Background: an optimization exercise with open tools, aiming at small area. Do not read the settings as production practice.
Only simulation tests tie the RTL to the original design; equivalence was not proved.
Power figures rest on the tool's default switching activity, not on a simulated workload.

[constraint.sdc]
create_clock -name core_clock -period 30.0 [get_ports {clk}]
set_input_delay 6.0000 -clock core_clock [delete_from_list [all_inputs] [get_ports {clk}]]
set_output_delay 6.0000 -clock core_clock [all_outputs]
set_load 0.01 [all_outputs]
[flow/run.sh]
#!/bin/bash
# The standard layout with two area-oriented settings; synthesis and
# everything else is the standard flow:
# - clock tree synthesis without dummy loads and with larger sink clusters;
# - the port buffers are the smallest buffer (the resizer may still size them).
set -euo pipefail
cts="-sink_clustering_enable -repair_clock_nets -dont_use_dummy_load"
cts="$cts -sink_clustering_size 26 -sink_clustering_max_diameter 80"
bash standard.sh "CTS_ARGS=$cts" \
    "BUFFER_PORTS_ARGS=-buffer_cell sky130_fd_sc_hd__buf_1" finish > standard_flow.log 2>&1
[config.mk]
export PLATFORM = sky130hd
export DESIGN_NAME = dali_bcb
export DESIGN_NICKNAME = dali_bcb
export VERILOG_FILES = /design/flow/design.v
export SDC_FILE = /design/flow/constraint.sdc
export NUM_CORES = 4
export LEC_CHECK = 0
export CAP_MARGIN = 20
export CORE_MARGIN = 2
export CORE_UTILIZATION = 40
export SLEW_MARGIN = 20
[design.v]
module dali_classify (
    input  wire [23:0] d,
    input  wire [23:0] te,
    input  wire [5:0]  tol,       
    output wire        is_one,
    output wire        is_two,
    output wire        above2,
    output wire [31:0] te100      
);
    function [32:0] f_add(input [31:0] a, input [31:0] b, input ci);
        integer i;
        reg c;
        begin
            c = ci;
            for (i = 0; i < 32; i = i + 1) begin
                f_add[i] = a[i] ^ b[i] ^ c;
                c = (a[i] & b[i]) | (a[i] & c) | (b[i] & c);
            end
            f_add[32] = c;
        end
    endfunction
    function f_ge(input [31:0] a, input [31:0] b);
        integer i;
        reg c;
        begin
            c = 1'b1;
            for (i = 0; i < 32; i = i + 1)
                c = (a[i] & ~b[i]) | (a[i] & c) | (~b[i] & c);
            f_ge = c;
        end
    endfunction
    wire [31:0] p0 = tol[0] ? {8'd0, te} : 32'd0;
    wire [31:0] p1 = (tol[1] ? {7'd0, te, 1'b0} : 32'd0) |
                     (tol[5] ? {3'd0, te, 5'd0} : 32'd0);
    wire [31:0] p2 = tol[2] ? {6'd0, te, 2'd0} : 32'd0;
    wire [31:0] p3 = tol[3] ? {5'd0, te, 3'd0} : 32'd0;
    wire [31:0] p4 = tol[4] ? {4'd0, te, 4'd0} : 32'd0;
    wire [32:0] s01  = f_add(p0, p1, 1'b0);
    wire [32:0] s23  = f_add(p2, p3, 1'b0);
    wire [32:0] s014 = f_add(s01[31:0], p4, 1'b0);
    wire [32:0] tt   = f_add(s014[31:0], s23[31:0], 1'b0);
    wire [32:0] y1 = f_add({2'd0, te, 6'd0}, {3'd0, te, 5'd0}, 1'b0);
    wire [32:0] y  = f_add(y1[31:0], {6'd0, te, 2'd0}, 1'b0);
    wire [32:0] x1 = f_add({2'd0, d, 6'd0}, {3'd0, d, 5'd0}, 1'b0);
    wire [32:0] x  = f_add(x1[31:0], {6'd0, d, 2'd0}, 1'b0);
    wire [32:0] r  = f_add(y[31:0], tt[31:0], 1'b0);
    wire [32:0] m  = f_add(y[31:0], ~tt[31:0], 1'b1);
    wire ge1 = f_ge(x[31:0], m[31:0]);
    wire le1 = f_ge(r[31:0], x[31:0]);
    wire ge2 = f_ge({1'b0, x[31:1]}, m[31:0]);
    wire le2 = f_ge(r[31:0], {1'b0, x[31:1]});
    assign is_one = ge1 & le1;
    assign is_two = !(ge1 & le1) & ge2 & le2;
    assign above2 = !le2;
    assign te100 = y[31:0];
endmodule
module dali_bcb (
    input  wire        clk,
    input  wire        rst,
    input  wire        sense_active,
    output wire        drv_active,
    input  wire [31:0] cmd,
    input  wire        cmd_valid,
    output wire [3:0]  rsp_status,
    output reg  [31:0] rsp_data,
    output wire        irq
);
    function [32:0] f_add(input [31:0] a, input [31:0] b, input ci);
        integer i;
        reg c;
        begin
            c = ci;
            for (i = 0; i < 32; i = i + 1) begin
                f_add[i] = a[i] ^ b[i] ^ c;
                c = (a[i] & b[i]) | (a[i] & c) | (b[i] & c);
            end
            f_add[32] = c;
        end
    endfunction
    function [32:0] f_inc(input [31:0] a, input ci);
        integer i;
        reg c;
        begin
            c = ci;
            for (i = 0; i < 32; i = i + 1) begin
                f_inc[i] = a[i] ^ c;
                c = a[i] & c;
            end
            f_inc[32] = c;
        end
    endfunction
    function [31:0] f_dec(input [31:0] a, input bi);
        integer i;
        reg b;
        begin
            b = bi;
            for (i = 0; i < 32; i = i + 1) begin
                f_dec[i] = a[i] ^ b;
                b = ~a[i] & b;
            end
        end
    endfunction
    function f_ge(input [31:0] a, input [31:0] b);
        integer i;
        reg c;
        begin
            c = 1'b1;
            for (i = 0; i < 32; i = i + 1)
                c = (a[i] & ~b[i]) | (a[i] & c) | (~b[i] & c);
            f_ge = c;
        end
    endfunction
    localparam [1:0] CAP_OFF = 2'd0, CAP_WAIT = 2'd1, CAP_RUN = 2'd2;
    localparam [1:0] TX_IDLE = 2'd0, TX_SEND = 2'd1, TX_BREAK = 2'd2;
    localparam [1:0] DEC_BITS = 2'd0, DEC_STOP = 2'd1, DEC_DONE = 2'd2;
    localparam [1:0] LK_UNKNOWN = 2'd0, LK_FWD = 2'd1, LK_BWD = 2'd2;
    localparam [2:0] EV_FRAME_RECEIVED = 3'd1, EV_TX_COMPLETED = 3'd2,
                     EV_COLLISION = 3'd3, EV_FRAME_ERROR = 3'd4,
                     EV_BUS_FAILURE = 3'd5;
    localparam [4:0] R_BAD_DURATION = 5'd1, R_NO_START = 5'd2,
                     R_BAD_SYMBOL = 5'd3, R_TRAILING = 5'd5,
                     R_NONSTANDARD = 5'd6, R_LEN_MISMATCH = 5'd8,
                     R_DATA_MISMATCH = 5'd9, R_ECHO_TIMEOUT = 5'd10;
    localparam [2:0] ST_OK = 3'd0, ST_ILLEGAL = 3'd1, ST_BAD_ARG = 3'd2,
                     ST_FULL = 3'd3, ST_BUSY = 3'd4, ST_DISABLED = 3'd5;
    reg [23:0] cfg_te, cfg_long_idle, cfg_busfail;
    reg [23:0] cfg_gap_fwd, cfg_gap_bwd, cfg_echo_to, cfg_break;
    reg [5:0]  cfg_tol;
    reg        ctrl_en, ctrl_irq_en;
    reg [31:0] now;
    reg        line;            
    reg [31:0] last_edge;
    reg [1:0]  last_kind;
    reg [1:0]  cap;
    reg [23:0] rcnt;
    reg        run_first;
    reg [1:0]  dec_st;
    reg        dec_start, dec_half, dec_a;
    reg [5:0]  dec_n;
    reg [23:0] dec_v;
    reg [2:0]  dec_err;
    reg [1:0]  txs;
    reg [5:0]  tx_hd;           
    reg [23:0] tx_cnt;
    reg [23:0] tmr;             
    reg        pv;
    reg [24:0] pe;              
    reg [24:0] txq_mem [0:3];
    reg [1:0]  txq_head, txq_tail;
    reg [2:0]  txq_cnt;
    reg [25:0] evq_mem [0:15];
    reg [3:0]  evq_head, evq_tail;
    reg [4:0]  evq_cnt;
    reg        evq_ovf;
    reg [2:0]  rsp_st;
    reg        f_txok, f_pop, f_flush, f_status, f_cfgr, f_now, f_edge;
    reg [25:0] evq_head_rd;
    integer    q;
    always @* begin
        evq_head_rd = 26'd0;
        for (q = 0; q < 16; q = q + 1)
            evq_head_rd = evq_head_rd | (evq_mem[q] & {26{f_pop && evq_cnt != 5'd0 && evq_head == q}});
    end
    assign rsp_status = {1'b0, rsp_st};
    wire [1:0]  pn = {pe[24], ~pe[24] & pe[23]};
    wire [23:0] pd = {pe[24] & pe[23], pe[22:0]};
    wire [4:0] tx_pair = tx_hd[5:1];
    reg        send_level;
    always @* begin
        if (tx_pair == 5'd0)
            send_level = 1'b0;
        else if (tx_pair == {pn[1] | pn[0], ~pn[0], 3'b001})
            send_level = tx_hd[0];
        else
            send_level = pd[tx_pair - 5'd1] ~^ tx_hd[0];
    end
    assign drv_active = !rst && ((txs == TX_BREAK) || (txs == TX_SEND && send_level));
    assign irq = !rst && ctrl_irq_en && (evq_cnt != 5'd0);
    wire s = sense_active;
    wire li_le_bf = f_ge({8'd0, cfg_busfail}, {8'd0, cfg_long_idle});
    wire [23:0] cls_d = ctrl_en ? rcnt : (li_le_bf ? cfg_long_idle : cfg_busfail);
    wire cls_one, cls_two, cls_above2;
    wire [31:0] te100;
    dali_classify u_classify (
        .d(cls_d), .te(cfg_te), .tol(cfg_tol),
        .is_one(cls_one), .is_two(cls_two), .above2(cls_above2), .te100(te100)
    );
    wire [32:0] e2 = f_add({7'd0, cfg_te, 1'b0}, {8'd0, cfg_long_idle}, 1'b0);
    wire [32:0] e3 = f_add({1'b0, te100[31:1]}, e2[31:0], 1'b0);
    wire echo_ok = !f_ge(e3[31:0], {8'd0, cfg_echo_to});
    wire joint_ok = cls_above2 && echo_ok &&
                    f_ge({8'd0, cfg_gap_fwd}, {8'd0, cfg_long_idle}) &&
                    !f_ge({8'd0, cfg_gap_fwd}, {8'd0, cfg_gap_bwd});
    wire [32:0] now_inc  = f_inc(now, 1'b1);
    wire [32:0] rcnt_inc = f_inc({8'd0, rcnt}, 1'b1);
    wire [32:0] dec_n_inc32 = f_inc({26'd0, dec_n}, 1'b1);
    wire [5:0]  dec_n_inc = dec_n_inc32[5:0];
    wire [23:0] n_rcnt = ((s != line) || (s && cap != CAP_RUN)) ? 24'd1 :
                         (rcnt_inc[23:0] | {24{rcnt_inc[24]}});
    wire [32:0] cnt_inc  = f_inc({8'd0, tx_cnt}, 1'b1);
    wire [32:0] tmr_inc  = f_inc({8'd0, tmr}, 1'b1);
    reg [7:0]  cfg_we;
    reg        n_ctrl_en, n_ctrl_irq_en;
    reg [31:0] n_last_edge;
    reg [1:0]  n_last_kind;
    reg [1:0]  n_cap;
    reg        n_run_first;
    reg [1:0]  n_dec_st;
    reg        n_dec_start, n_dec_half, n_dec_a;
    reg [5:0]  n_dec_n;
    reg [23:0] n_dec_v;
    reg [2:0]  n_dec_err;
    reg [1:0]  n_txs;
    reg [5:0]  n_tx_hd;
    reg [23:0] n_tx_cnt, n_tmr;
    reg        n_pv;
    reg [24:0] n_pe;
    reg [1:0]  n_txq_head, n_txq_tail;
    reg [2:0]  n_txq_cnt;
    reg        txq_we;
    reg [3:0]  n_evq_head, n_evq_tail;
    reg [4:0]  n_evq_cnt;
    reg        n_evq_ovf;
    reg        evq_we;
    reg [2:0]  n_rsp_st;
    reg [31:0] n_rsp_data;
    reg        pulse_done, pulse_level, sym_bad;
    reg [1:0]  nsym;
    reg        burst_end, end_idle, end_busfail_first;
    reg        r_busfail, r_err, r_frame;
    reg [4:0]  r_reason;
    reg [5:0]  r_n;
    reg [23:0] r_v;
    reg [1:0]  r_len;
    reg        r_std;
    reg        emit;
    reg [25:0] emit_pk;
    reg [23:0] gap;
    reg        gap_met;
    reg [3:0]  idx;
    reg [23:0] val;
    reg [23:0] cfg_rd;
    reg [24:0] txq_top;
    reg [25:0] ev_rd;
    reg [4:0]  t_evq_cnt;
    reg [2:0]  t_txq_cnt;
    reg [31:0] ev_word;
    always @* begin
        cfg_we = 8'd0; n_ctrl_en = ctrl_en; n_ctrl_irq_en = ctrl_irq_en;
        n_last_edge = last_edge; n_last_kind = last_kind;
        n_cap = cap; n_run_first = run_first;
        n_dec_st = dec_st; n_dec_start = dec_start; n_dec_half = dec_half;
        n_dec_a = dec_a; n_dec_n = dec_n; n_dec_v = dec_v; n_dec_err = dec_err;
        n_txs = txs; n_tx_hd = tx_hd; n_tx_cnt = cnt_inc[23:0]; n_tmr = tmr_inc[23:0];
        n_pv = pv; n_pe = pe;
        n_txq_head = txq_head; n_txq_tail = txq_tail; n_txq_cnt = txq_cnt;
        txq_we = 1'b0;
        n_evq_head = evq_head; n_evq_tail = evq_tail; n_evq_cnt = evq_cnt;
        n_evq_ovf = evq_ovf; evq_we = 1'b0;
        n_rsp_st = ST_OK; n_rsp_data = 32'd0;
        f_txok = 1'b0; f_pop = 1'b0; f_flush = 1'b0; f_status = 1'b0;
        f_cfgr = 1'b0; f_now = 1'b0; f_edge = 1'b0;
        pulse_done = 1'b0; pulse_level = line; nsym = 2'd0; sym_bad = 1'b0;
        burst_end = 1'b0; end_idle = 1'b0; end_busfail_first = 1'b0;
        r_busfail = 1'b0; r_err = 1'b0; r_frame = 1'b0;
        r_reason = 5'd0; r_n = 6'd0; r_v = 24'd0; r_len = 2'd0; r_std = 1'b0;
        emit = 1'b0; emit_pk = 26'd0;
        idx = 4'd0; val = 24'd0; cfg_rd = 24'd0;
        if (s != line)
            n_last_edge = now;
        if (cap == CAP_WAIT) begin
            if (s) begin
                n_cap = CAP_RUN;
                n_run_first = 1'b1;
                n_dec_st = DEC_BITS;
                n_dec_start = 1'b1;
                n_dec_half = 1'b0;
                n_dec_a = 1'b0;
                n_dec_n = 6'd0;
                n_dec_v = 24'd0;
                n_dec_err = 3'd0;
            end
        end else if (cap == CAP_RUN) begin
            if (s == line) begin
                if (rcnt_inc[23:0] == (s ? cfg_busfail : cfg_long_idle)) begin
                    burst_end = 1'b1;
                    if (!s)
                        end_idle = 1'b1;
                    else if (run_first)
                        end_busfail_first = 1'b1;
                    else begin
                        pulse_done = 1'b1;
                        sym_bad = 1'b1;
                        nsym = 2'd1;
                    end
                end
            end else begin
                pulse_done = 1'b1;
                n_run_first = 1'b0;
                if (cls_one)
                    nsym = 2'd1;
                else if (cls_two)
                    nsym = 2'd2;
                else begin
                    nsym = 2'd1;
                    sym_bad = 1'b1;
                end
            end
        end
        if (nsym != 2'd0) begin
            case (dec_st)
                DEC_BITS: begin
                    if (sym_bad) begin
                        n_dec_st = DEC_DONE;
                        n_dec_err = R_BAD_DURATION[2:0];
                    end else if (!dec_half) begin
                        if (nsym == 2'd1) begin
                            n_dec_half = 1'b1;
                            n_dec_a = pulse_level;
                        end else begin
                            n_dec_st = (dec_start || pulse_level) ? DEC_DONE : DEC_STOP;
                            n_dec_err = dec_start ? R_NO_START[2:0] : R_BAD_SYMBOL[2:0];
                        end
                    end else begin
                        n_dec_half = 1'b0;
                        if (dec_start) begin
                            if (dec_a && !pulse_level)
                                n_dec_start = 1'b0;
                            else begin
                                n_dec_st = DEC_DONE;
                                n_dec_err = R_NO_START[2:0];
                            end
                        end else if (dec_a != pulse_level) begin
                            n_dec_v = {dec_v[22:0], dec_a};
                            n_dec_n = dec_n_inc;
                            if (dec_n_inc == 6'd32) begin
                                n_dec_st = DEC_DONE;
                                n_dec_err = 3'd0;
                            end
                        end else if (!dec_a) begin
                            n_dec_st = DEC_STOP;
                        end else begin
                            n_dec_st = DEC_DONE;
                            n_dec_err = R_BAD_SYMBOL[2:0];
                        end
                        if (nsym == 2'd2) begin
                            if (n_dec_st == DEC_BITS) begin
                                n_dec_half = 1'b1;
                                n_dec_a = pulse_level;
                            end else if (n_dec_st == DEC_STOP) begin
                                n_dec_st = DEC_DONE;
                                n_dec_err = R_TRAILING[2:0];
                            end
                        end
                    end
                end
                DEC_STOP: begin
                    n_dec_st = DEC_DONE;
                    n_dec_err = R_TRAILING[2:0];
                end
                default: ;
            endcase
        end
        if (burst_end) begin
            n_cap = CAP_WAIT;
            r_v = dec_v;
            r_n = dec_n;
            if (end_busfail_first) begin
                r_busfail = 1'b1;
            end else if (!end_idle) begin
                if (dec_st == DEC_DONE && dec_err == 3'd0)
                    r_frame = 1'b1;
                else begin
                    r_err = 1'b1;
                    r_reason = (dec_st == DEC_BITS) ? R_BAD_DURATION :
                               (dec_st == DEC_STOP) ? R_TRAILING : {2'b00, dec_err};
                end
            end else if (dec_st == DEC_DONE) begin
                if (dec_err == 3'd0) r_frame = 1'b1;
                else begin r_err = 1'b1; r_reason = {2'b00, dec_err}; end
            end else if (dec_st == DEC_STOP) begin
                r_frame = 1'b1;
            end else if (dec_start) begin
                if (dec_half && dec_a) r_frame = 1'b1;
                else begin r_err = 1'b1; r_reason = R_NO_START; end
            end else begin
                r_frame = 1'b1;
                if (dec_half && dec_a) begin
                    r_v = {dec_v[22:0], 1'b1};
                    r_n = dec_n_inc;
                end
            end
            r_len = (r_n == 6'd8) ? 2'd0 : (r_n == 6'd16) ? 2'd1 : 2'd2;
            r_std = (r_n == 6'd8) || (r_n == 6'd16) || (r_n == 6'd24);
            emit = 1'b1;
            n_pv = 1'b0;
            n_last_kind = LK_UNKNOWN;
            if (r_busfail) begin
                emit_pk = {2'd0, EV_BUS_FAILURE, 4'd0, pv, 16'd0};
                if (pv && txs == TX_SEND) n_txs = TX_IDLE;
            end else if (r_err) begin
                emit_pk = {2'd0, pv ? EV_COLLISION : EV_FRAME_ERROR, r_reason, 16'd0};
            end else if (!r_std || (pv && r_len != pn)) begin
                emit_pk = {2'd0, pv ? EV_COLLISION : EV_FRAME_ERROR,
                           pv ? R_LEN_MISMATCH : R_NONSTANDARD, 10'd0, r_n};
            end else if (pv && r_v != pd) begin
                emit_pk = {2'd3, r_v};
            end else begin
                if (r_len == 2'd2)
                    emit_pk = {pv, !pv, r_v};
                else
                    emit_pk = {2'd0, pv ? EV_TX_COMPLETED : EV_FRAME_RECEIVED,
                               2'b00, r_len == 2'd0, r_len, r_v[15:0]};
                n_last_kind = (r_len == 2'd0) ? LK_BWD : LK_FWD;
            end
        end
        if (n_pv && tmr == cfg_echo_to) begin
            emit = 1'b1;
            emit_pk = {2'd0, EV_COLLISION, R_ECHO_TIMEOUT, 16'd0};
            n_pv = 1'b0;
            n_last_kind = LK_UNKNOWN;
        end
        if (emit) begin
            if (!evq_cnt[4]) begin
                evq_we = 1'b1;
                n_evq_tail = f_inc({28'd0, evq_tail}, 1'b1);
                n_evq_cnt = f_inc({27'd0, evq_cnt}, 1'b1);
            end else
                n_evq_ovf = 1'b1;
        end
        if (n_txs == TX_SEND) begin
            if (cnt_inc[23:0] == cfg_te) begin
                n_tx_cnt = 24'd0;
                if (tx_hd == 6'd0)
                    n_txs = TX_IDLE;
                else
                    n_tx_hd = f_dec({26'd0, tx_hd}, 1'b1);
            end else
                n_tx_cnt = cnt_inc[23:0];
        end else if (n_txs == TX_BREAK) begin
            if (tmr == cfg_break) begin
                n_txs = TX_IDLE;
                n_cap = CAP_WAIT;
                n_last_kind = LK_UNKNOWN;
            end
        end
        gap = (n_last_kind == LK_FWD) ? cfg_gap_fwd : cfg_gap_bwd;
        gap_met = !s && f_ge({8'd0, n_rcnt}, {8'd0, gap});
        txq_top = txq_mem[txq_head];
        if (ctrl_en && n_txs == TX_IDLE && !n_pv && txq_cnt != 3'd0 &&
            n_cap == CAP_WAIT && gap_met) begin
            n_txq_head = txq_head + 2'd1;
            n_txq_cnt = f_dec({29'd0, txq_cnt}, 1'b1);
            n_txs = TX_SEND;
            n_pe = txq_top;
            n_tx_hd = txq_top[24] ? 6'd51 : txq_top[23] ? 6'd35 : 6'd19;
            n_tx_cnt = 24'd0;
            n_tmr = 24'd0;
            n_pv = 1'b1;
        end
        t_evq_cnt = n_evq_cnt;
        t_txq_cnt = n_txq_cnt;
        if (cmd_valid) begin
            idx = cmd[27:24];
            val = cmd[23:0];
            n_rsp_st = ST_OK;
            n_rsp_data = 32'd0;
            case (cmd[31:28])
                4'h0: if (cmd[27:0] != 28'd0) n_rsp_st = ST_ILLEGAL;
                4'h1: begin
                    if (cmd[27:26] != 2'd0 || cmd[25:24] == 2'd3)
                        n_rsp_st = ST_ILLEGAL;
                    else if (!ctrl_en)
                        n_rsp_st = ST_DISABLED;
                    else if ((cmd[25:24] == 2'd0 && val[23:8] != 16'd0) ||
                             (cmd[25:24] == 2'd1 && val[23:16] != 8'd0))
                        n_rsp_st = ST_BAD_ARG;
                    else if (n_txq_cnt[2])
                        n_rsp_st = ST_FULL;
                    else begin
                        txq_we = 1'b1;
                        n_txq_tail = txq_tail + 2'd1;
                        n_txq_cnt = f_inc({29'd0, n_txq_cnt}, 1'b1);
                        f_txok = 1'b1;
                    end
                end
                4'h2: begin
                    if (cmd[27:0] != 28'd0)
                        n_rsp_st = ST_ILLEGAL;
                    else if (!ctrl_en)
                        n_rsp_st = ST_DISABLED;
                    else if (n_txs != TX_IDLE || n_pv)
                        n_rsp_st = ST_BUSY;
                    else begin
                        n_txs = TX_BREAK;
                        n_tmr = 24'd1;
                        n_cap = CAP_OFF;
                    end
                end
                4'h3: begin
                    if (cmd[27:0] != 28'd0)
                        n_rsp_st = ST_ILLEGAL;
                    else if (n_evq_cnt != 5'd0) begin
                        f_pop = 1'b1;
                        n_evq_head = f_inc({28'd0, evq_head}, 1'b1);
                        n_evq_cnt = f_dec({27'd0, n_evq_cnt}, 1'b1);
                    end
                end
                4'h4: begin
                    if (cmd[27:0] != 28'd0)
                        n_rsp_st = ST_ILLEGAL;
                    else begin
                        f_flush = 1'b1;
                        n_evq_head = n_evq_tail;
                        n_evq_cnt = 5'd0;
                    end
                end
                4'h5: begin
                    if (cmd[27:0] != 28'd0)
                        n_rsp_st = ST_ILLEGAL;
                    else begin
                        f_status = 1'b1;
                    end
                end
                4'h6: begin
                    if (idx >= 4'd9)
                        n_rsp_st = ST_ILLEGAL;
                    else if (idx == 4'd8) begin
                        if (val[23:2] != 22'd0)
                            n_rsp_st = ST_BAD_ARG;
                        else if (!ctrl_en && val[0] && !joint_ok)
                            n_rsp_st = ST_BAD_ARG;
                        else begin
                            n_ctrl_en = val[0];
                            n_ctrl_irq_en = val[1];
                            if (!ctrl_en && val[0]) begin
                                n_cap = CAP_WAIT;
                                n_last_kind = LK_UNKNOWN;
                            end
                            if (ctrl_en && !val[0]) begin
                                n_txs = TX_IDLE;
                                n_cap = CAP_OFF;
                                n_pv = 1'b0;
                                n_txq_head = 2'd0;
                                n_txq_tail = 2'd0;
                                n_txq_cnt = 3'd0;
                            end
                        end
                    end else begin
                        if (ctrl_en)
                            n_rsp_st = ST_BUSY;
                        else if (idx == 4'd1 && (val[23:6] != 18'd0 || (val[5] && val[4:1] != 4'd0)))
                            n_rsp_st = ST_BAD_ARG;
                        else if (idx != 4'd1 && val == 24'd0)
                            n_rsp_st = ST_BAD_ARG;
                        else
                            cfg_we[idx[2:0]] = 1'b1;
                    end
                end
                4'h7: begin
                    if (idx >= 4'd9 || val != 24'd0)
                        n_rsp_st = ST_ILLEGAL;
                    else begin
                        f_cfgr = 1'b1;
                    end
                end
                4'h8: begin
                    if (cmd[27:1] != 27'd0)
                        n_rsp_st = ST_ILLEGAL;
                    else if (cmd[0])
                        n_evq_ovf = 1'b0;
                end
                4'h9: begin
                    if (cmd[27:1] != 27'd0)
                        n_rsp_st = ST_ILLEGAL;
                    else
                    begin
                        f_now = !cmd[0];
                        f_edge = cmd[0];
                    end
                end
                default: n_rsp_st = ST_ILLEGAL;
            endcase
        end
        ev_rd = evq_head_rd | (emit_pk & {26{f_pop && evq_cnt == 5'd0}});
        if (ev_rd[25:24] != 2'd0)
            ev_word = {1'b0, ev_rd[25:24], (ev_rd[25:24] == 2'd3) ? R_DATA_MISMATCH : 5'd2, ev_rd[23:0]};
        else
            ev_word = {ev_rd[23:16], 8'd0, ev_rd[15:0]};
        cfg_rd = (cfg_te & {24{f_cfgr && idx == 4'd0}}) |
                 ({18'd0, cfg_tol} & {24{f_cfgr && idx == 4'd1}}) |
                 (cfg_long_idle & {24{f_cfgr && idx == 4'd2}}) |
                 (cfg_busfail & {24{f_cfgr && idx == 4'd3}}) |
                 (cfg_gap_fwd & {24{f_cfgr && idx == 4'd4}}) |
                 (cfg_gap_bwd & {24{f_cfgr && idx == 4'd5}}) |
                 (cfg_echo_to & {24{f_cfgr && idx == 4'd6}}) |
                 (cfg_break & {24{f_cfgr && idx == 4'd7}}) |
                 ({22'd0, ctrl_irq_en, ctrl_en} & {24{f_cfgr && idx == 4'd8}});
        n_rsp_data = ev_word | {8'd0, cfg_rd} |
                     (now_inc[31:0] & {32{f_now}}) | (n_last_edge & {32{f_edge}}) |
                     ({29'd0, n_txq_cnt} & {32{f_txok}}) |
                     ({27'd0, t_evq_cnt} & {32{f_flush}}) |
                     ({7'd0, ctrl_irq_en && (t_evq_cnt != 5'd0), 3'd0, t_evq_cnt,
                       1'b0, t_txq_cnt, 2'b00, n_last_kind,
                       n_evq_ovf, n_cap == CAP_RUN, gap_met, s, n_pv,
                       n_txs == TX_BREAK, n_txs == TX_SEND, ctrl_en} & {32{f_status}});
    end
    always @(posedge clk) begin
        if (rst) begin
            ctrl_en <= 1'b0;
            ctrl_irq_en <= 1'b0;
            now <= 32'd0;
            line <= 1'b0;
            rcnt <= 24'd0;
            last_kind <= LK_UNKNOWN;
            cap <= CAP_OFF;
            txs <= TX_IDLE;
            pv <= 1'b0;
            txq_head <= 2'd0;
            txq_tail <= 2'd0;
            txq_cnt <= 3'd0;
            evq_head <= 4'd0;
            evq_tail <= 4'd0;
            evq_cnt <= 5'd0;
            evq_ovf <= 1'b0;
        end else begin
            ctrl_en <= n_ctrl_en;
            ctrl_irq_en <= n_ctrl_irq_en;
            now <= now_inc[31:0];
            line <= s;
            rcnt <= n_rcnt;
            last_kind <= n_last_kind;
            cap <= n_cap;
            txs <= n_txs;
            pv <= n_pv;
            txq_head <= n_txq_head;
            txq_tail <= n_txq_tail;
            txq_cnt <= n_txq_cnt;
            evq_head <= n_evq_head;
            evq_tail <= n_evq_tail;
            evq_cnt <= n_evq_cnt;
            evq_ovf <= n_evq_ovf;
        end
    end
    wire [23:0] val_set = cmd[23:0] | {24{rst}};     
    wire [23:0] val_clr = cmd[23:0] & ~{24{rst}};    
    function [23:0] f_rv(input [23:0] rv);
        f_rv = (rv & val_set) | (~rv & val_clr);
    endfunction
    always @(posedge clk) begin
        if (rst || cfg_we[0]) cfg_te <= f_rv(24'd417);
        if (rst || cfg_we[1]) cfg_tol <= f_rv(24'd20);
        if (rst || cfg_we[2]) cfg_long_idle <= f_rv(24'd1668);
        if (rst || cfg_we[3]) cfg_busfail <= f_rv(24'd500000);
        if (rst || cfg_we[4]) cfg_gap_fwd <= f_rv(24'd9174);
        if (rst || cfg_we[5]) cfg_gap_bwd <= f_rv(24'd13500);
        if (rst || cfg_we[6]) cfg_echo_to <= f_rv(24'd43368);
        if (rst || cfg_we[7]) cfg_break <= f_rv(24'd1300);
        if (rst || s != line) last_edge <= now & ~{32{rst}};
        if (rst || cmd_valid) begin
            rsp_st <= n_rsp_st & ~{3{rst}};
            rsp_data <= n_rsp_data & ~{32{rst}};
        end
    end
    always @(posedge clk) begin
        run_first <= n_run_first;
        dec_st <= n_dec_st;
        dec_start <= n_dec_start;
        dec_half <= n_dec_half;
        dec_a <= n_dec_a;
        dec_n <= n_dec_n;
        dec_v <= n_dec_v;
        dec_err <= n_dec_err;
        tx_hd <= n_tx_hd;
        tx_cnt <= n_tx_cnt;
        tmr <= n_tmr;
        pe <= n_pe;
        if (!rst && txq_we)
            txq_mem[txq_tail] <= {cmd[25], cmd[25] ? cmd[23] : cmd[24], cmd[22:0]};
        if (!rst && evq_we)
            evq_mem[evq_tail] <= emit_pk;
    end
endmodule
[standard.sh]
#!/bin/bash
# synth_recipe.tcl (not shown) runs the flow's synth.tcl, then flattens the netlist and writes it again
# the make line also repeats each setting of config.mk as NAME=value (left out here)
make -C /OpenROAD-flow-scripts/flow DESIGN_CONFIG=/design/flow/config.mk WORK_HOME=/design/flow/orfs CLKGATE_MAP_FILE= SYNTH_SCRIPT=/design/flow/synth_recipe.tcl "${@:-finish}"
==> summary.md, run 1 <==
| Metric | Value |
|---|---|
| Worst path arrival time | 18.23 ns |
| Top FF cell, synth | edfxtp_1 |
| Clk buf depth | 3 |
| Worst-Margin Slew | 1.25 ns |
| Crit path from | cfg_tol[1] |
| Die H | 373 µm |
| Placed cell area | 0.0571 mm² |
| Vias per cell | 6.09 |
| Top Ports | 74 |
| Async SR Flop Fraction | 0% |
| Max-slew violations | 0 |
| Final Hold Vio Count | 0 |
| Final GP Congestion | 1.01 |
| PD cells | 91.1 mW/mm² |
| Synthesized instance count | 4,702 |
| R2r setup slk | 12.26 ns |
| Iteration-0 DRC Markers | 4,764 |
| Critical path type | flip-flop to flip-flop |
| Sequential area share after synthesis | 49.8% |
| Wire length on met2 | 82,500 µm |
| Sw Pwr | 2330 µW |
| R2r startpoint | cfg_tol[1] |
| DIE AREA | 0.139 mm² |
| Root Driver | clkbuf_16 |
| Filler cell count | 12,500 |
| Htree depth | 2 |
| Synth cell types | 93 |
| Pre-CTS WS | 12.52 ns |
| Core Region | 0.135 mm² |
| Setup crit start kind | flip-flop |
| Final Cycle Share | 59.1% |
| Post-synthesis cell area | 0.0545 mm² |
| Yosys reg bits | 962 |
| Antenna-violating nets left | 0 |
| DRC | 0 |
| Routed length per instance | 28.5 µm |
| R2r endpoint | dec_v[16] |
| Worst path max stage delay | 0.78 ns |
| Max_slew headroom | 15.9% |
| Port Buf Inserts | 72 |
| CTS clk-pin slew, worst paths | 0.08 ns |
| R2R cell count | 54 |
| Peak fanout along the critical path | 59 |
| Worst Hold Class | flip-flop to flip-flop |
| Post-synth EDFFs | 789 |
| Crit-path leading delay family | adder cells |
| Antenna violations before repair | 8 |
| RSZ-0062 raised after global routing | no |
| Internal | 2990 µW |
| Most frequent CP cell | fa_1 |
| Critical Path Stages | 54 |
| Overflow after GRT | 0 |
| Syn avg cell area | 11.6 µm² |
| Cts-stage hold buffer count | 0 |
| Post-route insts no fill | 6,469 |
| Reg power frac | 28.4% |
| Post-cts sizing count | 0 |
| Die width | 373 µm |
| Worst path slowest cell | o311ai_1 |
| Worst setup path end | dec_v[16] |
| Met1 Wirelength | 77,000 µm |
| Tot Pwr | 5320 µW |
| Vias in the first global route | 38,400 |
| Critical Path End Type | flip-flop |
| Clock Latency Late Sink | 0.70 ns |
| Met3 wire length | 15,800 µm |
| Dpl cells | 6,419 |
| GRT Total Usage | 25.9% |
| Peak VDD IR | 116 µV |
| CP bufs+invs | 9 |
| Via count | 39,400 |
| Post-Route WL | 184,000 µm |
| Setup Skew | 0.108 ns |
| TritonCTS clock tree | done |
| Final setup fails | 0 |
| Worst setup margin | 12.26 ns |
| CTS Buf Count | 48 |
| Post-CTS Setup Repair Bufs | 0 |
| Lkg Pwr | 0.0203 µW |
| Largest net degree at the start of global routing | 113 |
| Clk network pwr share | 13.1% |
| Synthesized Nets | 5,202 |
| Share of cells above drive strength 1 | 6.00% |
| Syn. warnings | 2 |
| Area delta synth->final | 7.11% |
| Rows | 135 |
| Max-cap viol count | 0 |
| Max Freq | 56.4 MHz |
| Drt pass-1 iters | 7 |
| CP required | 30.49 ns |
| Switching Share | 43.8% |
| Initial Util | 40.3% |
| Final min period | 17.74 ns |
| Combinational share of power | 58.5% |
| Run status | finished clean |
| Clk sinks | 962 |
| DPL Wire Length | 133,000 µm |
| Post-route setup TNS | 0 ns |
| First-pass GRT wire length | 266,000 µm |
| Fin area | 0.0584 mm² |
| # nets final | 5,189 |
| Max layer used | met5 |
[registers in the layout, indices dropped and copies added (netlist names), 4 cells and up]
| signal | cells |
|---|---|
| cfg_break | 24 |
| cfg_tol | 6 |
| dec_v | 24 |
| evq_mem | 416 |
| tx_cnt | 24 |
| cfg_echo_to | 24 |
| cfg_gap_fwd | 24 |
| dec_n | 6 |
| cfg_long_idle | 24 |
| rsp_data | 32 |
| now | 32 |
| last_edge | 32 |
| evq_cnt | 5 |
| cfg_te | 24 |
| txq_mem | 100 |
| tx_hd | 6 |
| cfg_gap_bwd | 24 |
| evq_head | 4 |
| cfg_busfail | 24 |
| evq_tail | 4 |
| pe | 25 |
| tmr | 24 |
| rcnt | 24 |
[cell type report]
| class | count | area [µm²] | share of cell area [%] |
|---|---|---|---|
| clock buffers | 48 | 1200 | 2.06 |
| inverters | 394 | 1480 | 2.53 |
| flip-flops and latches | 962 | 27200 | 46.5 |
| multi-input cells | 3111 | 25200 | 43.1 |
| repair buffers | 172 | 1110 | 1.91 |
| well taps | 1781 | 2230 | 3.82 |
| diodes | 1 | 2.50 | 0.00429 |
[per-stage QoR]
stage | hold slack (ns) | util, %
2_1_floorplan | 0.419 | -
3_5_place_dp | 0.467 | 42.2
5_1_grt | 0.529 | 43.1
4_1_cts | 0.494 | 43.1
6_report | 0.497 | 43.1
3_3_place_gp | 0.458 | 42.2
[cell families after synthesis]
kind of cell / share of synthesized area (%)
AOI/OAI and AO/OA: 13.5
xor gates and xnor gates: 2.43
adders and majority gates: 15.4
buffers and inverters: 4.44
DFF: 49.8
muxes: 2.68
other: 0.00688
and+or+nand+nor: 11.7
[power groups by stage]
| stage | logic [µW] | registers (µW) | clock network [µW] |
|---|---|---|---|
| floorplan | 2280 | 1510 | 0 |
| global placement | 3030 | 1540 | 0 |
| detailed placement | 3040 | 1540 | 0 |
| CTS | 3060 | 1510 | 710 |
| global route | 3460 | 1510 | 746 |
| finish | 3110 | 1510 | 698 |
[routing by layer]
layer / up-vias / track usage (%)
met5: - / 0
met4: 2 / 10.7
met3: 315 / 4.09
met2: 1883 / 40.5
met1: 20000 / 35.9
li1: 17200 / -
[cell usage after synthesis (all sizes together), types with 23 or more instances]
cell type / n / area share (%)
a22oi: 157 / 2.2
and2: 81 / 0.93
o21ai: 169 / 1.6
dfxtp: 173 / 6.4
xnor2: 74 / 1.2
a22o: 90 / 1.4
fa: 280 / 10
nand2: 337 / 2.3
inv: 393 / 2.7
nand3: 112 / 1.0
nand2b: 51 / 0.59
ha: 184 / 4.2
xor2: 77 / 1.2
a221oi: 96 / 1.6
nand4: 53 / 0.62
edfxtp: 789 / 43
nor3: 74 / 0.68
or2: 23 / 0.26
nor2: 309 / 2.1
a21oi: 184 / 1.7
clkbuf: 199 / 1.4
mux2i: 63 / 1.2
nor2b: 134 / 1.5
and3: 40 / 0.46
a31oi: 58 / 0.67
o22ai: 49 / 0.57
nor4: 42 / 0.49
maj3: 47 / 0.86
mux4: 32 / 1.3
buf: 36 / 0.36
o211ai: 24 / 0.33
[worst register-to-register path: cells and delay by family (launching register included)]
family | cells | cell delay, ns
compound gates | 6 | 2.08
buf+inv | 9 | 0.85
simple gates | 6 | 1.28
fa+ha+maj | 33 | 12.70
flops | 1 | 0.72
[worst min path at each step]
| stage | start | endpoint | depth (start not counted) |
|---|---|---|---|
| finish | tx_cnt[0] | tx_cnt[0] | 1 |
| global route | now[0] | now[0] | 1 |
| CTS | tx_cnt[0] | tx_cnt[0] | 1 |
| detailed placement | now[0] | now[0] | 1 |
| global placement | now[0] | now[0] | 1 |
| floorplan | now[0] | now[0] | 1 |
[placed cells by master (no fill, tap or decap), types with 61 or more instances in the layout]
master / count
mux2i_1: 61
and2_1: 81
nand2_1: 335
dfxtp_1: 171
a221oi_1: 95
a22o_1: 90
fa_1: 280
a21oi_1: 182
edfxtp_1: 789
xnor2_1: 73
xor2_1: 76
nand3_1: 112
o21ai_0: 164
a22oi_1: 157
nor2b_1: 134
buf_1: 69
inv_1: 392
buf_4: 95
ha_1: 184
nor2_1: 285
==> run 2, diff against run 1 <==
--- a/design.v
+++ b/design.v
@@ -252,5 +252,5 @@
         n_dec_st = dec_st; n_dec_start = dec_start; n_dec_half = dec_half;
         n_dec_a = dec_a; n_dec_n = dec_n; n_dec_v = dec_v; n_dec_err = dec_err;
-        n_txs = txs; n_tx_hd = tx_hd; n_tx_cnt = cnt_inc[23:0]; n_tmr = tmr_inc[23:0];
+        n_txs = txs; n_tx_hd = tx_hd; n_tx_cnt = tx_cnt; n_tmr = tmr_inc[23:0];
         n_pv = pv; n_pe = pe;
         n_txq_head = txq_head; n_txq_tail = txq_tail; n_txq_cnt = txq_cnt;
==> flow/run.sh (replaced) <==
#!/bin/bash
# The standard layout, with a leaner clock tree: clock tree synthesis
# without dummy loads and with larger sink clusters. Everything else,
# synthesis included, is the standard flow.
set -euo pipefail
cts="-sink_clustering_enable -repair_clock_nets -dont_use_dummy_load"
cts="$cts -sink_clustering_size 20 -sink_clustering_max_diameter 100"
bash standard.sh "CTS_ARGS=$cts" finish > standard_flow.log 2>&1
==> run 2 against run 1 <==
Count of clock-buffer cells in the layout grew 8. Core utilization up 0.27 points. Clock skew grew 0.0020 ns. Synthesized cell count grew 1.0%. Sequential power hardly changed. Global-route usage increased by 0.81 points. Non-clock buffer count increased by 10. Hold slack worse by 0.010 ns. Setup slack improved by 0.10 ns. Sequential share of layout area is 0.86 points lower. Critical endpoint is now dec_n[5].
==> summary.md, run 2 <==
| Metric | Value |
|---|---|
| DRC | 0 (unchanged) |
| Synth Area in XOR/XNOR | 2.56% (+0.14 points) |
| Port Buf Inserts | 72 (unchanged) |
| Final GP Congestion | 0.998 (-1.5%) |
| Post-synth EDFFs | 789 (unchanged) |
| Vias in the first global route | 39,100 (+1.9%) |
| Synthesized instance count | 4,749 (+1.0%) |
| Final Hold Vio Count | 0 (unchanged) |
| Area delta synth->final | 8.12% |
| Largest registers | evq_mem x416, txq_mem x100 |
| Clk buf depth | 3 (unchanged) |
| CTS clk-pin slew, worst paths | 0.10 ns (+0.02 ns) |
| Synthesized Nets | 5,249 (+0.90%) |
| Most frequent CP cell | fa_1 |
| Cts-stage hold buffer count | 0 (unchanged) |
| Antenna-violating nets left | 0 (unchanged) |
| GRT Total Usage | 26.7% (+0.81 points) |
| Post-synthesis compound-gate area fraction | 14.3% (+0.76 points) |
| Largest Register | evq_mem |
| Peak VDD IR | 127 µV (+8.9%) |
| Synth top cells by count | edfxtp_1 (789), nand2_1 (393), inv_1 (375), fa_1 (280), nor2_1 (274) |
| Core Util, Final | 43.4% (+0.27 points) |
| Max-slew violations | 0 (unchanged) |
| Htree depth | 2 (unchanged) |
| Largest family of logic cells by synthesized area | adder cells |
| Post-synthesis cell area | 0.0550 mm² (+0.93%) |
| Syn. warnings | 2 (unchanged) |
| Max-cap viol count | 0 (unchanged) |
| Synth cell types | 98 (+5.4%) |
| Worst setup margin | 12.37 ns (+0.104 ns) |
| Setup Skew | 0.110 ns (+0.00199 ns) |
| First-pass GRT wire length | 275,000 µm (+3.4%) |
| Most frequent cells in the layout | edfxtp_1 (789), nand2_1 (390), inv_1 (375), fa_1 (280), nor2_1 (259) |
| Synth top area cells | edfxtp_1 (43%), fa_1 (10%), dfxtp_1 (6.3%), ha_1 (4.2%), nand2_1 (2.7%) |
| CP required | 30.62 ns (+0.13 ns) |
| Dpl cells | 6,472 (+0.83%) |
| Die H | 375 µm (+0.46%) |
| Via count | 40,200 (+2.1%) |
| Number of flip-flops in the largest register | 416 (unchanged) |
| Post-Route WL | 191,000 µm (+3.6%) |
| Antenna violations before repair | 17 (+9) |
| Peak fanout along the critical path | 57 (-3.4%) |
| CP bufs+invs | 6 (-3) |
| Synth Area in Adders | 15.0% (-0.36 points) |
| Clock Latency Late Sink | 0.72 ns (+0.02 ns) |
| Core Region | 0.137 mm² (+1.2%) |
| Fin area | 0.0595 mm² (+1.9%) |
| Placed cell area | 0.0580 mm² (+1.6%) |
| Critical Path End Type | flip-flop |
| DIE AREA | 0.140 mm² (+0.92%) |
| PD cells | 92.0 mW/mm² (+1.0%) |
| Die width | 375 µm (+0.46%) |
| Post-cts sizing count | 0 (unchanged) |
| Setup crit start kind | flip-flop |
| TritonCTS clock tree | done |
| Clk sinks | 962 (unchanged) |
| Final Cycle Share | 58.8% (-0.35 points) |
| Drt pass-1 iters | 9 (+2) |
| Max Freq | 56.7 MHz (+0.59%) |
| Most common cell after layout, fill and taps aside | edfxtp_1 |
| Share of cells above drive strength 1 | 6.48% (+0.49 points) |
| Pre-CTS WS | 12.33 ns (-0.196 ns) |
| Iteration-0 DRC Markers | 4,778 (+0.29%) |
| Routed length per instance | 29.2 µm (+2.5%) |
| Worst Hold Class | flip-flop to flip-flop |
| Top FF cell, synth | edfxtp_1 |
| CTS Buf Count | 56 (+17%) |
| Sequential area share after synthesis | 49.4% (-0.46 points) |
| DPL Wire Length | 139,000 µm (+5.1%) |
| Lkg Pwr | 0.0210 µW (+3.2%) |
| Yosys reg bits | 962 (unchanged) |
| Vias per cell | 6.16 (+1.1%) |
| Async SR Flop Fraction | 0% (unchanged) |
| Final min period | 17.63 ns (-0.104 ns) |
| Crit-path leading delay family | adder cells |
| Rows | 136 (+0.74%) |
| Post-CTS Setup Repair Bufs | 0 (unchanged) |
| Root Driver | clkbuf_16 |
| Worst path arrival time | 18.25 ns (+0.02 ns) |
| Worst-Margin Slew | 1.26 ns (+0.0188 ns) |
| Top-count cell post-synth | edfxtp_1 |
| Mux share of post-synthesis cell area | 2.62% (-0.066 points) |
| Worst path slowest cell | edfxtp_1 |
| # nets final | 5,238 (+0.94%) |
| Worst path max stage delay | 0.76 ns (-0.02 ns) |
| Synth Area in Simple Gates | 11.8% (+0.060 points) |
| Run status | finished clean |
| Top Ports | 74 (unchanged) |
| Final setup fails | 0 (unchanged) |
| Post-synth top area share | 43.1% (-0.40 points) |
| Overflow after GRT | 0 (unchanged) |
| Post-route setup TNS | 0 ns (unchanged) |
| Syn avg cell area | 11.6 µm² (about the same) |
| Max_slew headroom | 13.5% (-2.3 points) |
| Post-route insts no fill | 6,538 (+1.1%) |
| RSZ-0062 raised after global routing | no |
| Largest area contributor in the netlist | edfxtp_1 |
| Largest net degree at the start of global routing | 95 (-16%) |
| Critical path type | flip-flop to flip-flop |
| Initial Util | 40.1% (-0.12 points) |
run 2: changes by cell type in the layout (fill, tap and decap cells not counted), moves of 16 or more:
cell             change
nor2b_1             +19
nor3_1              -19
nor2_1              -26
nand2_1             +55
inv_1               -17
a22oi_1             -37
a21oi_1             +26
clkdlybuf4s50_1     +69
nor3b_1             +24
nand3_1             -23
a222oi_1            +16
buf_1               -69
run 2: cell families (layout without fill, tap and decap cells):
logic type / count (synthesis) / after routing
buffers and inverters: 626 / 613
AOI/OAI and AO/OA: 1092 / 1092
adders and majority gates: 499 / 499
and+or+nand+nor: 1306 / 1306
DFF: 962 / 962
other: 1 / 9
xor gates and xnor gates: 161 / 161
muxes: 102 / 102
run 2: report_power, final:
group | leakage [µW] | internal, µW | switching, µW
sequential | 0.00824 | 1460 | 51.0
combinational | 0.0120 | 1270 | 1930
clock | 0.000690 | 330 | 429
total | 0.0210 | 3060 | 2410
run 2: final timing paths:
kind,startpoint,end,slack (ns),cells after the start
setup / recovery,cfg_tol[1],dec_n[5],12.37,50
hold / removal,now[0],now[0],0.49,1
setup reg to reg,cfg_tol[1],dec_n[5],12.37,50
hold reg to reg,now[0],now[0],0.49,1
run 2: per-layer routing:
metal / vias up / global-route usage [%] / wire [µm]
met2: 2092 / 42.0 / 86000
met4: 12 / 13.4 / 10900
li1: 17400 / - / -
met5: - / 0 / 77
met1: 20300 / 35.6 / 76200
met3: 411 / 4.75 / 17500
run 2: final cells by class:
type	count	area [µm²]
fillers	12800	77500
repair buffers	182	1540
clock buffers	56	1400
diodes	8	20.0
flip-flops and latches	962	27200
well taps	1794	2240
inverters	375	1410
multi-input cells	3161	25700
run 2: stage by stage:
stage	hold WS [ns]	total power [µW]
5_1_grt	0.522	5830
6_report	0.487	5470
4_1_cts	0.488	5440
3_3_place_gp	0.458	4650
3_5_place_dp	0.467	4690
2_1_floorplan	0.422	3730
==> run 3, diff against run 2 <==
--- a/flow/run.sh
+++ b/flow/run.sh
@@ -5,4 +5,4 @@
 set -euo pipefail
 cts="-sink_clustering_enable -repair_clock_nets -dont_use_dummy_load"
-cts="$cts -sink_clustering_size 20 -sink_clustering_max_diameter 100"
+cts="$cts -sink_clustering_size 24 -sink_clustering_max_diameter 100"
 bash standard.sh "CTS_ARGS=$cts" finish > standard_flow.log 2>&1
==> run 3 against run 2 <==
Final area down 0.29%. Combinational power about the same. Largest cell class unchanged. Highest routed layer unchanged. Clock power shrank 6.9%. Setup slack got worse by 0.13 ns. Clock skew down 0.0036 ns. Via count fell by 0.18%.
==> summary.md, run 3 <==
| Metric | Value |
|---|---|
| Tot Pwr | 5420 µW (-1.0%) |
| Final min period | 17.76 ns (+0.126 ns) |
| Switching Share | 44.2% (+0.14 points) |
| Port Buf Inserts | 72 (unchanged) |
| Area delta synth->final | 7.80% |
| GRT Total Usage | 26.7% (-0.027 points) |
| Placed cell area | 0.0580 mm² (unchanged) |
| Post-synth EDFFs | 789 (unchanged) |
| Via count | 40,200 (-0.18%) |
| Synthesized Nets | 5,249 (unchanged) |
| Setup Skew | 0.107 ns (-0.00364 ns) |
| Clk buf depth | 3 (unchanged) |
| Top-count cell post-synth | edfxtp_1 |
| Worst setup margin | 12.24 ns (-0.126 ns) |
| First-pass GRT wire length | 274,000 µm (-0.12%) |
| Max-slew violations | 0 (unchanged) |
| Clk network pwr share | 13.1% (-0.8 points) |
| Post-synth top area share | 43.1% (unchanged) |
| R2r setup slk | 12.24 ns (-0.13 ns) |
| Crit-path leading delay family | adder cells |
| # nets final | 5,231 (-0.13%) |
| Synth cell types | 98 (unchanged) |
| Routed length per instance | 29.1 µm (-0.11%) |
| Peak VDD IR | 127 µV (about the same) |
| Final setup fails | 0 (unchanged) |
| PD cells | 91.4 mW/mm² (-0.73%) |
| Largest area contributor in the netlist | edfxtp_1 |
| Most common cell after layout, fill and taps aside | edfxtp_1 |
| Critical Path End Type | flip-flop |
| Iteration-0 DRC Markers | 4,845 (+1.4%) |
| Top Ports | 74 (unchanged) |
| Clock Latency Late Sink | 0.69 ns (-0.03 ns) |
| Final GP Congestion | 0.998 (unchanged) |
| Async SR Flop Fraction | 0% (unchanged) |
| Fin area | 0.0593 mm² (-0.29%) |
| RSZ-0062 raised after global routing | no |
| Max-cap viol count | 0 (unchanged) |
| Root Driver | clkbuf_16 |
| Cts-stage hold buffer count | 0 (unchanged) |
| Post-CTS Setup Repair Bufs | 0 (unchanged) |
| Run status | finished clean |
| Filler cell count | 12,800 (+0.14%) |
| Sequential area share after synthesis | 49.4% (unchanged) |
| Final Cycle Share | 59.2% (+0.42 points) |
| Syn avg cell area | 11.6 µm² (unchanged) |
| CP bufs+invs | 6 (unchanged) |
| Most frequent cells in the layout | edfxtp_1 (789), nand2_1 (390), inv_1 (375), fa_1 (280), nor2_1 (259) |
| Peak fanout along the critical path | 57 (unchanged) |
| Combinational share of power | 59.1% (+0.6 points) |
| Worst path slowest cell | edfxtp_1 |
| Worst path max stage delay | 0.75 ns (about the same) |
| Yosys reg bits | 962 (unchanged) |
| Worst Hold Class | flip-flop to flip-flop |
| CP required | 30.54 ns (-0.08 ns) |
| Die H | 375 µm (unchanged) |
| Final Hold Vio Count | 0 (unchanged) |
| Post-route setup TNS | 0 ns (unchanged) |
| Synth top area cells | edfxtp_1 (43%), fa_1 (10%), dfxtp_1 (6.3%), ha_1 (4.2%), nand2_1 (2.7%) |
| Antenna violations before repair | 12 (-5) |
| DIE AREA | 0.140 mm² (unchanged) |
| Internal | 3020 µW (-1.3%) |
| Htree depth | 2 (unchanged) |
| DRC | 0 (unchanged) |
| Lkg Pwr | 0.0209 µW (-0.41%) |
| Worst-Margin Slew | 1.22 ns (-0.0443 ns) |
| Die width | 375 µm (unchanged) |
| Share of cells above drive strength 1 | 6.34% (-0.14 points) |
| Synthesized instance count | 4,749 (unchanged) |
| Core Region | 0.137 mm² (unchanged) |
| Pre-CTS WS | 12.33 ns (unchanged) |
| DPL Wire Length | 139,000 µm (unchanged) |
| Vias per cell | 6.15 (about the same) |
| Max Freq | 56.3 MHz (-0.71%) |
| Most frequent CP cell | fa_1 |
| Largest registers | evq_mem x416, txq_mem x100 |
| Max_slew headroom | 18.1% (+4.6 points) |
| Syn. warnings | 2 (unchanged) |
| Critical path type | flip-flop to flip-flop |
| Setup crit start kind | flip-flop |
| Antenna-violating nets left | 0 (unchanged) |
| Largest net degree at the start of global routing | 95 (unchanged) |
| Largest Register | evq_mem |
| Post-synthesis cell area | 0.0550 mm² (unchanged) |
| Number of flip-flops in the largest register | 416 (unchanged) |
| Clk sinks | 962 (unchanged) |
| Worst path arrival time | 18.30 ns (+0.05 ns) |
| Post-cts sizing count | 0 (unchanged) |
| Reg power frac | 27.9% (+0.3 points) |
| Top FF cell, synth | edfxtp_1 |
| CTS clk-pin slew, worst paths | 0.09 ns (about the same) |
| Synth top cells by count | edfxtp_1 (789), nand2_1 (393), inv_1 (375), fa_1 (280), nor2_1 (274) |
| Overflow after GRT | 0 (unchanged) |
| Drt pass-1 iters | 7 (-2) |
| Final hold slack | 0.481 ns (-0.00516 ns) |
| CTS Buf Count | 49 (-13%) |
| Post-Route WL | 190,000 µm (-0.22%) |
| TritonCTS clock tree | done |
| Sw Pwr | 2400 µW (-0.70%) |
| Rows | 136 (unchanged) |
| Vias in the first global route | 39,000 (-0.29%) |
| Initial Util | 40.1% (unchanged) |
[run 3: worst reg2reg max path, delay by kind of cell (launching register included)]
kind            cells  cell delay [ns]
buf+inv             6             0.77
flops               1             0.75
compound gates      8             2.52
simple gates        3             0.82
fa+ha+maj          33            12.84
[run 3: final timing paths]
path | to | cells past startpoint | from
worst min register to register | now[0] | 1 | now[0]
worst max register to register | dec_n[5] | 50 | cfg_tol[1]
worst max-delay path | dec_n[5] | 50 | cfg_tol[1]
worst min-delay path | now[0] | 1 | now[0]
[run 3: per-stage QoR]
step	cells	utilization [%]
finish	6531	43.3
global placement	6472	42.3
global route	6523	43.3
floorplan	4749	-
detailed placement	6472	42.3
CTS	6521	43.2
[run 3: power groups by stage]
stage               combinational [µW]  clock [µW]  sequential, µW
finish                            3200         707            1510
global route                      3510         758            1510
CTS                               3160         719            1510
detailed placement                3150           0            1540
global placement                  3120           0            1540
floorplan                         2230           0            1510
[run 3: layout make-up]
cell class	count	area [µm²]	share of cell area (%)
timing repair buffer	182	1540	2.59
inverter	375	1410	2.37
antenna	8	20.0	0.0338
multi-input combinational	3161	25700	43.3
sequential	962	27200	45.8
tap	1794	2240	3.79
clock buffer	49	1230	2.07
[run 3: routing by layer]
metal / part of all wire (%) / GRT usage [%] / vias to the layer above
met1: 40 / 35.4 / 20400
met4: 5.7 / 13.2 / 8
li1: - / - / 17400
met2: 45 / 42.0 / 1930
met5: 0.028 / 0 / -
met3: 9.1 / 5.05 / 406
[run 3: cells by family after synthesis]
family	share of synthesized area (%)
mux	2.62
other cells	0.00682
fa+ha+maj	15.0
compound gates	14.3
buf+inv	4.37
flops	49.4
simple gates	11.8
xor+xnor	2.56

[re-timing with driven ports]
The results above use ideal ports. As a check the final layouts listed here were re-extracted and re-timed, cells and wires unchanged.
Step 1 (the two cells are an assumption about what drives the block):
set clk [get_ports {clk}]
set_driving_cell -lib_cell sky130_fd_sc_hd__clkbuf_16 $clk
set_driving_cell -lib_cell sky130_fd_sc_hd__buf_2 [delete_from_list [all_inputs] $clk]
Step 2 adds t to the input delays and takes it off the output delays; t is the mean of the earliest and latest rising clock arrival at the registers after step 1. Input paths then give back, and output paths get back, about the clock's delay inside the block.
a / b / c = no drivers / after step 1 / after step 2; a / b = the first two.
run | t, ns | slack for setup (ns) | worst hold slack (ns)
run 1 | 0.716 | 12.264 / 12.264 / 12.264 | 0.497 / 0.497 / 0.497
run 2 | 0.743 | 12.368 / 12.368 / 12.368 | 0.487 / 0.487 / 0.487
run 3 | 0.717 | 12.242 / 12.242 / 12.242 | 0.481 / 0.481 / 0.481
After both steps setup and hold are still met in every run listed.
